From an optimization exercise on the open Yosys and OpenROAD flow, aimed at small area, a short achievable clock period and few clock cycles per item; shortcuts taken in it are not production practice. Function was checked by simulation only, so behaviour that the tests miss may differ from the original. Power is estimated from default activity; no workload was simulated. The clock port is modelled as an ideal driver; clocking choices that lean on that would not hold on a real chip.

==> indigo <==
Design rh_framer, start of the top module:
module rh_framer (
    input  wire       clk,
    input  wire       rst,
    input  wire       cmd_valid,
    input  wire [7:0] cmd_data,
    input  wire       cmd_last,
    output wire       cmd_ready,
    output wire       rsp_valid,
    output wire [7:0] rsp_data,
    output wire       rsp_last,
    input  wire       rsp_ready
);
==> flow/config.mk <==
export PLATFORM = sky130hd
export DESIGN_NAME = rh_framer
export DESIGN_NICKNAME = rh_framer
export VERILOG_FILES = /design/flow/design.v
export SDC_FILE = /design/flow/constraint.sdc
export NUM_CORES = 4
export LEC_CHECK = 0
export CAP_MARGIN = 20
export CORE_MARGIN = 2
export CORE_UTILIZATION = 50
export CTS_CLUSTER_DIAMETER = 80
export CTS_CLUSTER_SIZE = 30
export PLACE_DENSITY = 0.6
export SLEW_MARGIN = 20
==> flow/constraint.sdc <==
create_clock -name core_clock -period 10.0 [get_ports {clk}]
set_input_delay 2.0000 -clock core_clock [delete_from_list [all_inputs] [get_ports {clk}]]
set_output_delay 2.0000 -clock core_clock [all_outputs]
set_load 0.01 [all_outputs]
standard.sh (not shown) runs the stock make flow with config.mk's settings and CLKGATE_MAP_FILE= SYNTH_SCRIPT=/design/flow/synth_recipe.tcl, a recipe that flattens the netlist after the stock synthesis.
==> flow/flow/run.sh <==
#!/bin/bash
# Layout flow: the standard flow (standard synthesis, floorplan, placement,
# CTS, routing, finish) unchanged, except that timing repair aims at a setup
# slack of 6.5 ns, i.e. it keeps optimising paths longer than 3.5 ns although
# the 10 ns clock constraint is already met. Constraints are the standard flow's.
set -euo pipefail
export SETUP_SLACK_MARGIN=6.5
bash standard.sh synth > synth.log 2>&1
bash standard.sh finish > layout.log 2>&1
==> inputs of lagoon, as changes to indigo <==
--- a/flow/design.v
+++ b/flow/design.v
@@ -31,31 +31,34 @@
                      OP_CFG_SETPROM = 8'h89;
     localparam [2:0] RX_IDLE = 3'd0, RX_SAWLEAD = 3'd1, RX_INDATA = 3'd2,
                      RX_SAWDLE = 3'd3, RX_WAITHI = 3'd4, RX_WAITLO = 3'd5;
     localparam [2:0] T_ERR = 3'd0, T_OK0 = 3'd1, T_OK1 = 3'd2, T_CRC = 3'd3,
                      T_RXF = 3'd4, T_TX = 3'd5;
-    localparam integer NB = 3;               
+    localparam integer NB = 4;               
     localparam integer N  = 1 << NB;
     localparam integer R  = 256 / N;
     localparam integer QB = 3;               
     localparam integer QD = 1 << QB;
     reg       f0, f1;                        
-    reg       rdy;
+    reg       rdy;                           
+    reg       rdyn;                          
     reg [8:0] ib0, ib1;                      
-    wire      ipush = cmd_valid & rdy;
+    wire      ipush = cmd_valid & !rdyn;
     wire      ipop;
     assign cmd_ready = rdy;
     wire f1_n = (f1 && !ipop) || (f0 && !f1 && ipush && !ipop);
     always @(posedge clk) begin
         if (rst) begin
             f0  <= 1'b0;
             f1  <= 1'b0;
-            rdy <= 1'b1;
+            rdy  <= 1'b1;
+            rdyn <= 1'b0;
         end else begin
             f0  <= f1 || ipush || (f0 && !ipop);
             f1  <= f1_n;
-            rdy <= !f1_n;
+            rdy  <= !f1_n;
+            rdyn <= f1_n;
         end
     end
     always @(posedge clk) begin
         if (!f0 || (!f1 && ipop))
             ib0 <= {cmd_last, cmd_data};
@@ -248,41 +251,27 @@
         rxok <= (rxf_cnt == 2'd0) || (rxf_cnt == 2'd1 && sph == P_BUF && ssc > rx_len);
     assign ex = cdone && !qfull && !(c_crc && cqfull) && !(c_ddacc && (clearing || !al)) && !(c_rxapp && !rxok);
     wire   exo = ex && cok;
     wire [15:0] crc_op_res;
     rh_crc_step u_crc_op (.crc_in({b1, b2}), .data(b3), .crc_out(crc_op_res));
-    reg  [15:0] cq0, cq1;
-    reg         cqw, cqr;
-    reg  [1:0]  cqn;
+    reg  [15:0] cq0;
     reg         cqfull;
     wire        cq_push = exo && o_crc;
     wire        cq_pop;
-    wire [15:0] cqh = cqr ? cq1 : cq0;
+    wire [15:0] cqh = cq0;
     always @(posedge clk) begin
-        if (cq_push && !cqw) cq0 <= crc_op_res;
-        if (cq_push &&  cqw) cq1 <= crc_op_res;
-        if (rst) begin
-            cqw    <= 1'b0;
-            cqr    <= 1'b0;
-            cqn    <= 2'd0;
+        if (cq_push) cq0 <= crc_op_res;
+        if (rst)
+            cqfull <= 1'b0;
+        else if (cq_push)
+            cqfull <= 1'b1;
+        else if (cq_pop)
             cqfull <= 1'b0;
-        end else begin
-            if (cq_push) cqw <= !cqw;
-            if (cq_pop)  cqr <= !cqr;
-            if (cq_push && !cq_pop) begin
-                cqn    <= cqn + 2'd1;
-                cqfull <= (cqn == 2'd1);
-            end else if (!cq_push && cq_pop) begin
-                cqn    <= cqn - 2'd1;
-                cqfull <= 1'b0;
-            end
-        end
     end
-    wire [15:0] rx_fcs_app, rx_fcs_dle, rx_fcs_etx;
-    rh_crc_step u_crc_rx  (.crc_in(rx_fcs),     .data(b1),  .crc_out(rx_fcs_app));
-    rh_crc_step u_crc_rx1 (.crc_in(rx_fcs),     .data(DLE), .crc_out(rx_fcs_dle));
-    rh_crc_step u_crc_rx2 (.crc_in(rx_fcs_dle), .data(ETX), .crc_out(rx_fcs_etx));
+    wire [7:0]  rx_cd = (rxs == RX_WAITHI) ? ETX : (rxs == RX_SAWDLE && b1 == ETX) ? DLE : b1;
+    wire [15:0] rx_fcs_nx;
+    rh_crc_step u_crc_rx (.crc_in(rx_fcs), .data(rx_cd), .crc_out(rx_fcs_nx));
     wire rx_match = ({rx_hi, b1} == rx_fcs) && (rx_len >= 7'd4) &&
                     (promiscuous || rx_to == this_address || rx_to == 8'hFF);
     wire rx_emit = (rxs == RX_WAITLO) && rx_match;
     reg [2:0] dt;
     reg [7:0] dv;
@@ -394,14 +383,16 @@
     always @(posedge clk) rring <= rring_n;
     always @(posedge clk) begin
         if (rx_step) begin
             case (rxs)
                 RX_SAWLEAD: if (b1 == STX) rx_fcs <= 16'hFFFF;
-                RX_INDATA:  if (c_rxapp) rx_fcs <= rx_fcs_app;
-                RX_SAWDLE:  if (b1 == ETX) rx_fcs <= rx_fcs_etx;
-                            else if (c_rxapp) rx_fcs <= rx_fcs_app;
-                RX_WAITHI:  rx_hi <= b1;
+                RX_INDATA:  if (c_rxapp) rx_fcs <= rx_fcs_nx;
+                RX_SAWDLE:  if (b1 == ETX || c_rxapp) rx_fcs <= rx_fcs_nx;
+                RX_WAITHI:  begin
+                                rx_hi  <= b1;
+                                rx_fcs <= rx_fcs_nx;
+                            end
                 default: ;
             endcase
         end
     end
     always @(posedge clk) begin
@@ -481,11 +472,13 @@
     reg [7:0]  cd1;
     reg [6:0]  clen1;                        
     reg [6:0]  cpo1;                         
     reg        cpz;                          
     reg        v0, v1;                       
+    reg        v0n;                          
     reg [8:0]  o0, o1;                       
+    reg [8:0]  ohn;                          
     wire       adv = cv && !v1 && !(sph == P_BUF && !br_al) &&
                      !((sph == P_HDR || sph == P_PAY) && !pv0);
     reg        sdup;
     reg [15:0] scrc;
     reg  [2:0] pcnt;
@@ -556,14 +549,21 @@
     assign byp  = ex && !qne && (!cv || sfin);
     assign qpop = ld;
     wire [10:0] src = ld ? qh : {dt, dv};
     assign cq_pop = sfin && (ct == T_CRC);
     assign fpop = adv && spop;
-    wire [6:0] wpt_n = ex ? ((cok && o_tx) ? wpt : wpc) : ((take && np) ? wpt + 7'd1 : wpt);
-    wire [6:0] rpt_n = fpush ? rpt + 7'd1 : rpt;
+    wire [6:0] wpt1 = wpt + 7'd1;
+    wire [6:0] rpt1 = rpt + 7'd1;
+    wire fA0 = (wpt1[5:0] == rpt[5:0])  && (wpt1[6] != rpt[6]);
+    wire fA1 = (wpt1[5:0] == rpt1[5:0]) && (wpt1[6] != rpt1[6]);
+    wire fB0 = (wpt[5:0]  == rpt[5:0])  && (wpt[6]  != rpt[6]);
+    wire fB1 = (wpt[5:0]  == rpt1[5:0]) && (wpt[6]  != rpt1[6]);
+    wire fC0 = (wpc[5:0]  == rpt[5:0])  && (wpc[6]  != rpt[6]);
+    wire fC1 = (wpc[5:0]  == rpt1[5:0]) && (wpc[6]  != rpt1[6]);
     always @(posedge clk)
-        pfull <= !rst && ((wpt_n - rpt_n) == 7'd64);
+        pfull <= !rst && (ex ? ((cok && o_tx) ? (fpush ? fB1 : fB0) : (fpush ? fC1 : fC0))
+                             : ((take && np) ? (fpush ? fA1 : fA0) : (fpush ? fB1 : fB0)));
     wire [2:0] pidx = pcnt - {2'b00, fpop};    
     always @(posedge clk) begin
         if (rst) begin
             rpt  <= 7'd0;
             fd   <= 6'd0;
@@ -648,25 +648,27 @@
                                - {1'b0, (sfin && ct == T_RXF)};
     end
     wire [8:0] snew = {sl, sb};
     always @(posedge clk) begin
         if (rst) begin
-            v0 <= 1'b0;
+            v0  <= 1'b0;
+            v0n <= 1'b1;
             v1 <= 1'b0;
-        end else if (v0 && rsp_ready) begin
-            v0 <= v1 || adv;
+        end else if (!v0n && rsp_ready) begin
+            v0  <= v1 || adv;
+            v0n <= !(v1 || adv);
             v1 <= 1'b0;
         end else begin
-            v0 <= v0 || adv;
-            v1 <= v1 || (v0 && adv);
+            v0  <= !v0n || adv;
+            v0n <= v0n && !adv;
+            v1  <= v1 || (!v0n && adv);
         end
     end
+    wire [8:0] o0_n = (!v0n && rsp_ready) ? (v1 ? o1 : snew) : (!v0n ? ~ohn : snew);
     always @(posedge clk) begin
-        if (v0 && rsp_ready)
-            o0 <= v1 ? o1 : snew;
-        else if (!v0)
-            o0 <= snew;
+        o0  <= o0_n;
+        ohn <= ~o0_n;
         if (!v1)
             o1 <= snew;
     end
     assign rsp_valid = v0;
     assign rsp_data  = o0[7:0];
==> flow/flow/run.sh (replaced) <==
#!/bin/bash
set -euo pipefail
export SETUP_SLACK_MARGIN=6.8
export CTS_ARGS="-sink_clustering_enable -repair_clock_nets -sink_clustering_size 30 -sink_clustering_max_diameter 80 -dont_use_dummy_load"
bash standard.sh synth > synth.log 2>&1
bash standard.sh finish > layout.log 2>&1
Settings changed: CORE_UTILIZATION 50 to 66, PLACE_DENSITY 0.6 to 0.76.
==> inputs of raven, as changes to indigo <==
--- a/flow/design.v
+++ b/flow/design.v
@@ -37,25 +37,28 @@
     localparam integer N  = 1 << NB;
     localparam integer R  = 256 / N;
     localparam integer QB = 3;               
     localparam integer QD = 1 << QB;
     reg       f0, f1;                        
-    reg       rdy;
+    reg       rdy;                           
+    reg       rdyn;                          
     reg [8:0] ib0, ib1;                      
-    wire      ipush = cmd_valid & rdy;
+    wire      ipush = cmd_valid & !rdyn;
     wire      ipop;
     assign cmd_ready = rdy;
     wire f1_n = (f1 && !ipop) || (f0 && !f1 && ipush && !ipop);
     always @(posedge clk) begin
         if (rst) begin
             f0  <= 1'b0;
             f1  <= 1'b0;
-            rdy <= 1'b1;
+            rdy  <= 1'b1;
+            rdyn <= 1'b0;
         end else begin
             f0  <= f1 || ipush || (f0 && !ipop);
             f1  <= f1_n;
-            rdy <= !f1_n;
+            rdy  <= !f1_n;
+            rdyn <= f1_n;
         end
     end
     always @(posedge clk) begin
         if (!f0 || (!f1 && ipop))
             ib0 <= {cmd_last, cmd_data};
@@ -248,41 +251,27 @@
         rxok <= (rxf_cnt == 2'd0) || (rxf_cnt == 2'd1 && sph == P_BUF && ssc > rx_len);
     assign ex = cdone && !qfull && !(c_crc && cqfull) && !(c_ddacc && (clearing || !al)) && !(c_rxapp && !rxok);
     wire   exo = ex && cok;
     wire [15:0] crc_op_res;
     rh_crc_step u_crc_op (.crc_in({b1, b2}), .data(b3), .crc_out(crc_op_res));
-    reg  [15:0] cq0, cq1;
-    reg         cqw, cqr;
-    reg  [1:0]  cqn;
+    reg  [15:0] cq0;
     reg         cqfull;
     wire        cq_push = exo && o_crc;
     wire        cq_pop;
-    wire [15:0] cqh = cqr ? cq1 : cq0;
+    wire [15:0] cqh = cq0;
     always @(posedge clk) begin
-        if (cq_push && !cqw) cq0 <= crc_op_res;
-        if (cq_push &&  cqw) cq1 <= crc_op_res;
-        if (rst) begin
-            cqw    <= 1'b0;
-            cqr    <= 1'b0;
-            cqn    <= 2'd0;
+        if (cq_push) cq0 <= crc_op_res;
+        if (rst)
+            cqfull <= 1'b0;
+        else if (cq_push)
+            cqfull <= 1'b1;
+        else if (cq_pop)
             cqfull <= 1'b0;
-        end else begin
-            if (cq_push) cqw <= !cqw;
-            if (cq_pop)  cqr <= !cqr;
-            if (cq_push && !cq_pop) begin
-                cqn    <= cqn + 2'd1;
-                cqfull <= (cqn == 2'd1);
-            end else if (!cq_push && cq_pop) begin
-                cqn    <= cqn - 2'd1;
-                cqfull <= 1'b0;
-            end
-        end
     end
-    wire [15:0] rx_fcs_app, rx_fcs_dle, rx_fcs_etx;
-    rh_crc_step u_crc_rx  (.crc_in(rx_fcs),     .data(b1),  .crc_out(rx_fcs_app));
-    rh_crc_step u_crc_rx1 (.crc_in(rx_fcs),     .data(DLE), .crc_out(rx_fcs_dle));
-    rh_crc_step u_crc_rx2 (.crc_in(rx_fcs_dle), .data(ETX), .crc_out(rx_fcs_etx));
+    wire [7:0]  rx_cd = (rxs == RX_WAITHI) ? ETX : (rxs == RX_SAWDLE && b1 == ETX) ? DLE : b1;
+    wire [15:0] rx_fcs_nx;
+    rh_crc_step u_crc_rx (.crc_in(rx_fcs), .data(rx_cd), .crc_out(rx_fcs_nx));
     wire rx_match = ({rx_hi, b1} == rx_fcs) && (rx_len >= 7'd4) &&
                     (promiscuous || rx_to == this_address || rx_to == 8'hFF);
     wire rx_emit = (rxs == RX_WAITLO) && rx_match;
     reg [2:0] dt;
     reg [7:0] dv;
@@ -394,14 +383,16 @@
     always @(posedge clk) rring <= rring_n;
     always @(posedge clk) begin
         if (rx_step) begin
             case (rxs)
                 RX_SAWLEAD: if (b1 == STX) rx_fcs <= 16'hFFFF;
-                RX_INDATA:  if (c_rxapp) rx_fcs <= rx_fcs_app;
-                RX_SAWDLE:  if (b1 == ETX) rx_fcs <= rx_fcs_etx;
-                            else if (c_rxapp) rx_fcs <= rx_fcs_app;
-                RX_WAITHI:  rx_hi <= b1;
+                RX_INDATA:  if (c_rxapp) rx_fcs <= rx_fcs_nx;
+                RX_SAWDLE:  if (b1 == ETX || c_rxapp) rx_fcs <= rx_fcs_nx;
+                RX_WAITHI:  begin
+                                rx_hi  <= b1;
+                                rx_fcs <= rx_fcs_nx;
+                            end
                 default: ;
             endcase
         end
     end
     always @(posedge clk) begin
@@ -481,11 +472,13 @@
     reg [7:0]  cd1;
     reg [6:0]  clen1;                        
     reg [6:0]  cpo1;                         
     reg        cpz;                          
     reg        v0, v1;                       
+    reg        v0n;                          
     reg [8:0]  o0, o1;                       
+    reg [8:0]  ohn;                          
     wire       adv = cv && !v1 && !(sph == P_BUF && !br_al) &&
                      !((sph == P_HDR || sph == P_PAY) && !pv0);
     reg        sdup;
     reg [15:0] scrc;
     reg  [2:0] pcnt;
@@ -556,14 +549,21 @@
     assign byp  = ex && !qne && (!cv || sfin);
     assign qpop = ld;
     wire [10:0] src = ld ? qh : {dt, dv};
     assign cq_pop = sfin && (ct == T_CRC);
     assign fpop = adv && spop;
-    wire [6:0] wpt_n = ex ? ((cok && o_tx) ? wpt : wpc) : ((take && np) ? wpt + 7'd1 : wpt);
-    wire [6:0] rpt_n = fpush ? rpt + 7'd1 : rpt;
+    wire [6:0] wpt1 = wpt + 7'd1;
+    wire [6:0] rpt1 = rpt + 7'd1;
+    wire fA0 = (wpt1[5:0] == rpt[5:0])  && (wpt1[6] != rpt[6]);
+    wire fA1 = (wpt1[5:0] == rpt1[5:0]) && (wpt1[6] != rpt1[6]);
+    wire fB0 = (wpt[5:0]  == rpt[5:0])  && (wpt[6]  != rpt[6]);
+    wire fB1 = (wpt[5:0]  == rpt1[5:0]) && (wpt[6]  != rpt1[6]);
+    wire fC0 = (wpc[5:0]  == rpt[5:0])  && (wpc[6]  != rpt[6]);
+    wire fC1 = (wpc[5:0]  == rpt1[5:0]) && (wpc[6]  != rpt1[6]);
     always @(posedge clk)
-        pfull <= !rst && ((wpt_n - rpt_n) == 7'd64);
+        pfull <= !rst && (ex ? ((cok && o_tx) ? (fpush ? fB1 : fB0) : (fpush ? fC1 : fC0))
+                             : ((take && np) ? (fpush ? fA1 : fA0) : (fpush ? fB1 : fB0)));
     wire [2:0] pidx = pcnt - {2'b00, fpop};    
     always @(posedge clk) begin
         if (rst) begin
             rpt  <= 7'd0;
             fd   <= 6'd0;
@@ -648,25 +648,27 @@
                                - {1'b0, (sfin && ct == T_RXF)};
     end
     wire [8:0] snew = {sl, sb};
     always @(posedge clk) begin
         if (rst) begin
-            v0 <= 1'b0;
+            v0  <= 1'b0;
+            v0n <= 1'b1;
             v1 <= 1'b0;
-        end else if (v0 && rsp_ready) begin
-            v0 <= v1 || adv;
+        end else if (!v0n && rsp_ready) begin
+            v0  <= v1 || adv;
+            v0n <= !(v1 || adv);
             v1 <= 1'b0;
         end else begin
-            v0 <= v0 || adv;
-            v1 <= v1 || (v0 && adv);
+            v0  <= !v0n || adv;
+            v0n <= v0n && !adv;
+            v1  <= v1 || (!v0n && adv);
         end
     end
+    wire [8:0] o0_n = (!v0n && rsp_ready) ? (v1 ? o1 : snew) : (!v0n ? ~ohn : snew);
     always @(posedge clk) begin
-        if (v0 && rsp_ready)
-            o0 <= v1 ? o1 : snew;
-        else if (!v0)
-            o0 <= snew;
+        o0  <= o0_n;
+        ohn <= ~o0_n;
         if (!v1)
             o1 <= snew;
     end
     assign rsp_valid = v0;
     assign rsp_data  = o0[7:0];
==> flow/flow/run.sh (replaced) <==
#!/bin/bash
set -euo pipefail
export SETUP_SLACK_MARGIN=6.8
export CTS_ARGS="-sink_clustering_enable -repair_clock_nets -sink_clustering_size 30 -sink_clustering_max_diameter 80 -dont_use_dummy_load"
bash standard.sh synth > synth.log 2>&1
bash standard.sh finish > layout.log 2>&1
==> run notes <==
Status: finished clean
Seq pwr share: 64.6%
TAP cells: 2640
DIE AREA: 202000 um^2
Setup CP Type: reg -> reg
Comb pwr: 0.764 mW
Worst Skew: 0.0426 ns
(the above is from indigo)
==> run notes <==
WL met1: 94800 um
Status: finished clean
Gate Count Post-Synth: 6586
TAP cells: 2624
DIE AREA: 200000 um^2
Comb pwr: 0.823 mW
(the above is from raven)
==> run notes <==
Status: finished clean
Worst Skew: 0.0920 ns
DIE AREA: 148000 um^2
Comb pwr: 0.705 mW
TAP cells: 1903
Seq pwr share: 67.2%
Setup CP Type: reg -> out
(the above is from lagoon)
Testbench counts of indigo, summed over its fixed seeds: cycles 45,196, items 12,000.
Testbench counts of lagoon, summed over its fixed seeds: cycles 46,086, items 12,000.
Testbench counts of raven, summed over its fixed seeds: cycles 45,308, items 12,000.

[static timing again, ports no longer ideal]
How much do the figures lean on ideal ports? The routed layouts below were timed once more, with nothing changed but the port constraints. Step 1 sets driving cells, clkbuf_16 on the clock port and buf_2 on the other inputs (assumed; they add their load-dependent delay and slew). Step 2 moves the port delays by t, midway between the first and last clock arrival at a register: inputs arrive t later, outputs are due t later. That takes back most of the time a late clock gives input paths. Slacks: ideal / step 1 / step 2; pairs: ideal / step 1.
| run | shift t [ns] | slack for setup (ns) | worst setup path at the end |
|---|---|---|---|
| indigo | 0.916 | 6.565 / 6.495 / 6.317 | input to register |
| lagoon | 0.831 | 6.774 / 6.695 / 6.213 | input to register |
| raven | 0.881 | 6.690 / 6.603 / 6.154 | input to register |
After both steps every run listed still meets setup and hold. For lagoon, which loses most, drivers alone change the setup slack by -0.079 ns; drivers and shift together by -0.561 ns.
